Source: an optimization exercise on an open RTL-to-GDS flow (aim: small area and a short achievable clock period). Production flows keep margins and buffers that such runs may drop. The RTL was checked by simulation tests, not by an equivalence proof against the original design.

## run 3
## sht20_codec
module sht20_codec (
    input  wire        clk,
    input  wire        rst,         
    input  wire        in_valid,
    input  wire [2:0]  op,
    input  wire [7:0]  a,
    input  wire [7:0]  b,
    output reg         out_valid,
    output reg         err,
    output reg  [15:0] raw_masked,
    output reg  [31:0] val0,
    output reg  [31:0] val1,
    output reg  [7:0]  ureg_out,
    output wire        otp_dis,
    output wire        htr_en,
    output wire        eob,
    output reg         res_valid,
    output wire [1:0]  res
);
Size in the first run: about 3200 cells after synthesis, roughly 290 flip-flops, about 120 I/O pins, about 23000 µm² of cells after synthesis.
==> flow/config.mk <==
export PLATFORM = sky130hd
export DESIGN_NAME = sht20_codec
export DESIGN_NICKNAME = sht20_codec
export VERILOG_FILES = /design/flow/design.v
export SDC_FILE = /design/flow/constraint.sdc
export NUM_CORES = 4
export LEC_CHECK = 0
export ABC_AREA = 1
export CAP_MARGIN = 20
export CORE_MARGIN = 2
export CORE_UTILIZATION = 75
export CTS_BUF_LIST = sky130_fd_sc_hd__clkbuf_8
export CTS_CLUSTER_DIAMETER = 60
export CTS_CLUSTER_SIZE = 20
export SLEW_MARGIN = 20
==> flow/constraint.sdc <==
create_clock -name core_clock -period 60.0 [get_ports {clk}]
set_input_delay 12.0000 -clock core_clock [delete_from_list [all_inputs] [get_ports {clk}]]
set_output_delay 12.0000 -clock core_clock [all_outputs]
set_load 0.01 [all_outputs]
standard.sh (not shown) runs the stock make flow with config.mk's settings and CLKGATE_MAP_FILE= SYNTH_SCRIPT=/design/flow/synth_recipe.tcl, a recipe that flattens the netlist after the stock synthesis.
==> flow/flow/run.sh <==
#!/bin/bash
# The standard layout (the standard.sh, unchanged synthesis and steps), except that
# the port buffers that global placement inserts on every input and output are plain
# sky130_fd_sc_hd__buf_2 cells instead of the resizer's default pick.
set -euo pipefail
export BUFFER_PORTS_ARGS="-buffer_cell sky130_fd_sc_hd__buf_2"
bash standard.sh > standard.log 2>&1
Changes in run 4 relative to run 3:
--- a/flow/design.v
+++ b/flow/design.v
@@ -27,17 +27,17 @@
         for (i = 21; i < 38; i = i + 1)
             if (mag[i]) lz = 37 - i;
     end
     wire [37:0] sh = mag << lz;
     wire        g  = sh[13];
     wire        st = |sh[12:0];
     wire        up = g & (st | sh[14]);
     wire [63:0] m  = inc({40'd0, sh[37:14]}, up);
-    assign f = m[22:0];           
+    assign f = m[24] ? m[23:1] : m[22:0];
     wire [7:0]  nlz = ~{3'd0, lz};
     reg  [7:0]  ex;
     reg         cy;
     integer k;
     always @(*) begin                        
         cy = m[24];
         for (k = 0; k < 8; k = k + 1) begin
             ex[k] = nlz[k] ^ ((8'd135 >> k) & 1'b1) ^ cy;
@@ -985,18 +985,17 @@
     wire        c    = up ^ s;
     wire [37:0] x    = ((q ^ {38{s}}) & {24'hFFFFFF, kl}) | ({24'd0, ~kl} & {38{c}});
     wire [63:0] sum  = inc({26'd0, x}, c);
     assign mag = {sum[37:14], sum[13] | big, sum[12:0]};
 endmodule
 module sht_addf (
     input  wire        sd,
     input  wire        sf,
-    input  wire [7:0]  ec,       
-    input  wire        top,
+    input  wire [7:0]  e,
     input  wire [22:0] f,
     output wire [31:0] r
 );
     function [63:0] inc;     
         input [63:0] x;
         input        b;
         integer i;
         reg [15:0] gc;           
@@ -1021,22 +1020,21 @@
             cy = c;
             for (i = 0; i < 8; i = i + 1) begin
                 add8[i] = a[i] ^ b[i] ^ cy;
                 cy = (a[i] & b[i]) | (cy & (a[i] ^ b[i]));
             end
         end
     endfunction
     wire [23:0] md  = {1'b1, f};
-    wire [7:0]  e   = add8(ec, 8'd0, top);
-    wire        e5  = top ? (ec == 8'd131) : (ec == 8'd132);
-    wire        e6  = top ? (ec == 8'd132) : (ec == 8'd133);
-    wire        e7  = top ? (ec == 8'd133) : (ec == 8'd134);
+    wire        e5  = (e == 8'd132);
+    wire        e6  = (e == 8'd133);
+    wire        e7  = (e == 8'd134);
     wire        mid = ~sd & (e6 | e7);
-    wire [3:0]  k   = (~sd & e5) ? 4'd1 : (4'd3 - ec[3:0] - {3'd0, top} + {3'd0, ~sd});    
+    wire [3:0]  k   = (~sd & e5) ? 4'd1 : (4'd3 - e[3:0] + {3'd0, ~sd});    
     wire [23:0] src = {md[23] & ~(~sd & e5), f};
     wire [23:0] A   = src >> k;
     reg  [23:0] po;                        
     integer j;
     always @(*) begin
         po[0] = src[0];
         for (j = 1; j < 24; j = j + 1) po[j] = po[j-1] | src[j];
     end
@@ -1056,32 +1054,31 @@
             c = ~G | (~St & ~A[0]);
         end else begin
             X = {1'b1, A[22:0]};
             c = G & (St | A[0]);
         end
     end
     wire [63:0] mr  = inc({40'd0, X}, c);
     wire        ovf = mr[24] & ~sd;
-    wire [23:0] W = (sd & e5) ? {1'b0, f} :
-                    (sd & e6) ? (f[22] ? {2'b10, f[21:0]} : {2'b01, f[21:0]}) : mr[23:0];
+    wire [23:0] W = e5 ? {1'b0, f} : (e6 ? (f[22] ? {2'b10, f[21:0]} : {2'b01, f[21:0]}) : mr[23:0]);
     reg [4:0] lz;
     integer i;
     always @(*) begin
         lz = 5'd16;
         for (i = 8; i < 24; i = i + 1)
             if (W[i]) lz = 23 - i;
     end
     wire [23:0] wn = W << lz;
     wire [7:0]  en = add8(e6 ? 8'd133 : (e5 ? 8'd132 : 8'd131), ~{3'd0, lz}, 1'b1);
     wire [7:0]  ef = mid ? add8(e, {7'd0, V[24]}, ovf) :
                      sd  ? 8'd131 :
                            ((e5 ? 8'd133 : 8'd132) + {7'd0, ovf});
     wire        nr   = sd & ~(e < 8'd131);                                 
-    assign r = {sf, nr ? en : ef, wn[22:0]};
+    assign r = nr ? {sf, en, wn[22:0]} : {sf, ef, ovf ? 23'd0 : mr[22:0]};
 endmodule
 module sht20_codec (
     input  wire        clk,
     input  wire        rst,         
     input  wire        in_valid,
     input  wire [2:0]  op,
     input  wire [7:0]  a,
     input  wire [7:0]  b,
@@ -1157,30 +1154,33 @@
     wire [29:0] y4;
     sht_mul51 u_m51 (.m({1'b1, r3_val0[22:0]}), .y(y4));
     reg         r4_v;
     reg  [1:0]  r4_c;
     reg  [13:0] r4_pay;
     reg  [31:0] r4_val0;
     reg  [29:0] r4_y;
     reg         r4_top;                   
+    reg  [7:0]  r4_ed;                    
     wire        top4 = ({1'b1, r3_val0[22:0]} >= 24'd9320676);
     always @(posedge clk) begin
         r4_top  <= top4;
+        r4_ed   <= r3_val0[30:23] + {7'd0, top4};
         r4_v    <= r3_v & ~rst;
         r4_c   <= r3_c;
         r4_pay  <= r3_pay;
         r4_val0 <= r3_val0;
         r4_y    <= y4;
     end
+    wire [7:0]  e5;
     wire [22:0] f5;
     sht_mulf u_mulf (.f(r4_val0[22:0]), .y(r4_y), .top(r4_top), .fo(f5));
+    assign e5 = r4_ed;
     wire [31:0] fahr;
-    sht_addf u_addf (.sd(r4_val0[31]), .sf(r4_pay <= 14'd2710), .ec(r4_val0[30:23]), .top(r4_top),
-                     .f(f5), .r(fahr));
+    sht_addf u_addf (.sd(r4_val0[31]), .sf(r4_pay <= 14'd2710), .e(e5), .f(f5), .r(fahr));
     wire meas = ~r4_c[1];
     wire u5   = (r4_c == 2'd2);
     always @(posedge clk) begin
         out_valid  <= r4_v & ~rst;
         err        <= (r4_c == 2'd3);
         raw_masked <= meas ? {r4_pay, 2'b00} : 16'd0;
         val0       <= meas ? r4_val0 : 32'd0;
         val1       <= (r4_c == 2'd0) ? fahr : 32'd0;
[summary]
Higher overall routing resource usage goes to run 3 over run 4. | share of layout cells above drive strength 1 | run 4 vs run 3 | 0.68 points higher |. Per the comparison of run 4 with run 3, worst setup slack rose 0.063 ns; cell area rose about 2%.

## re-timing with driven ports
In the flow no input, the clock included, has a driving cell. The finished layouts below were timed again as built, in two steps.
Step 1 assumes that a clkbuf_16 drives the clock port and a buf_2 every other input.
Step 2 times the ports against the registers' clock, not the clock port: input delays grow and output delays shrink by t, the midpoint of the rising clock arrivals with the driver on.
Slacks: ideal / step 1 / step 2; pairs: ideal / step 1.
| run | shift t [ns] | setup slack, ns | hold slack, ns | worst setup path after step 2 | cell pins on the clock port's net |
|---|---|---|---|---|---|
| run 3 | 0.661 | 46.822 / 46.771 / 47.432 | 0.334 / 0.334 / 0.334 | register to output | 1 |
| run 4 | 0.635 | 46.885 / 46.832 / 47.301 | 0.327 / 0.327 / 0.327 | register to register | 1 |
After both steps setup and hold are still met in every run listed.
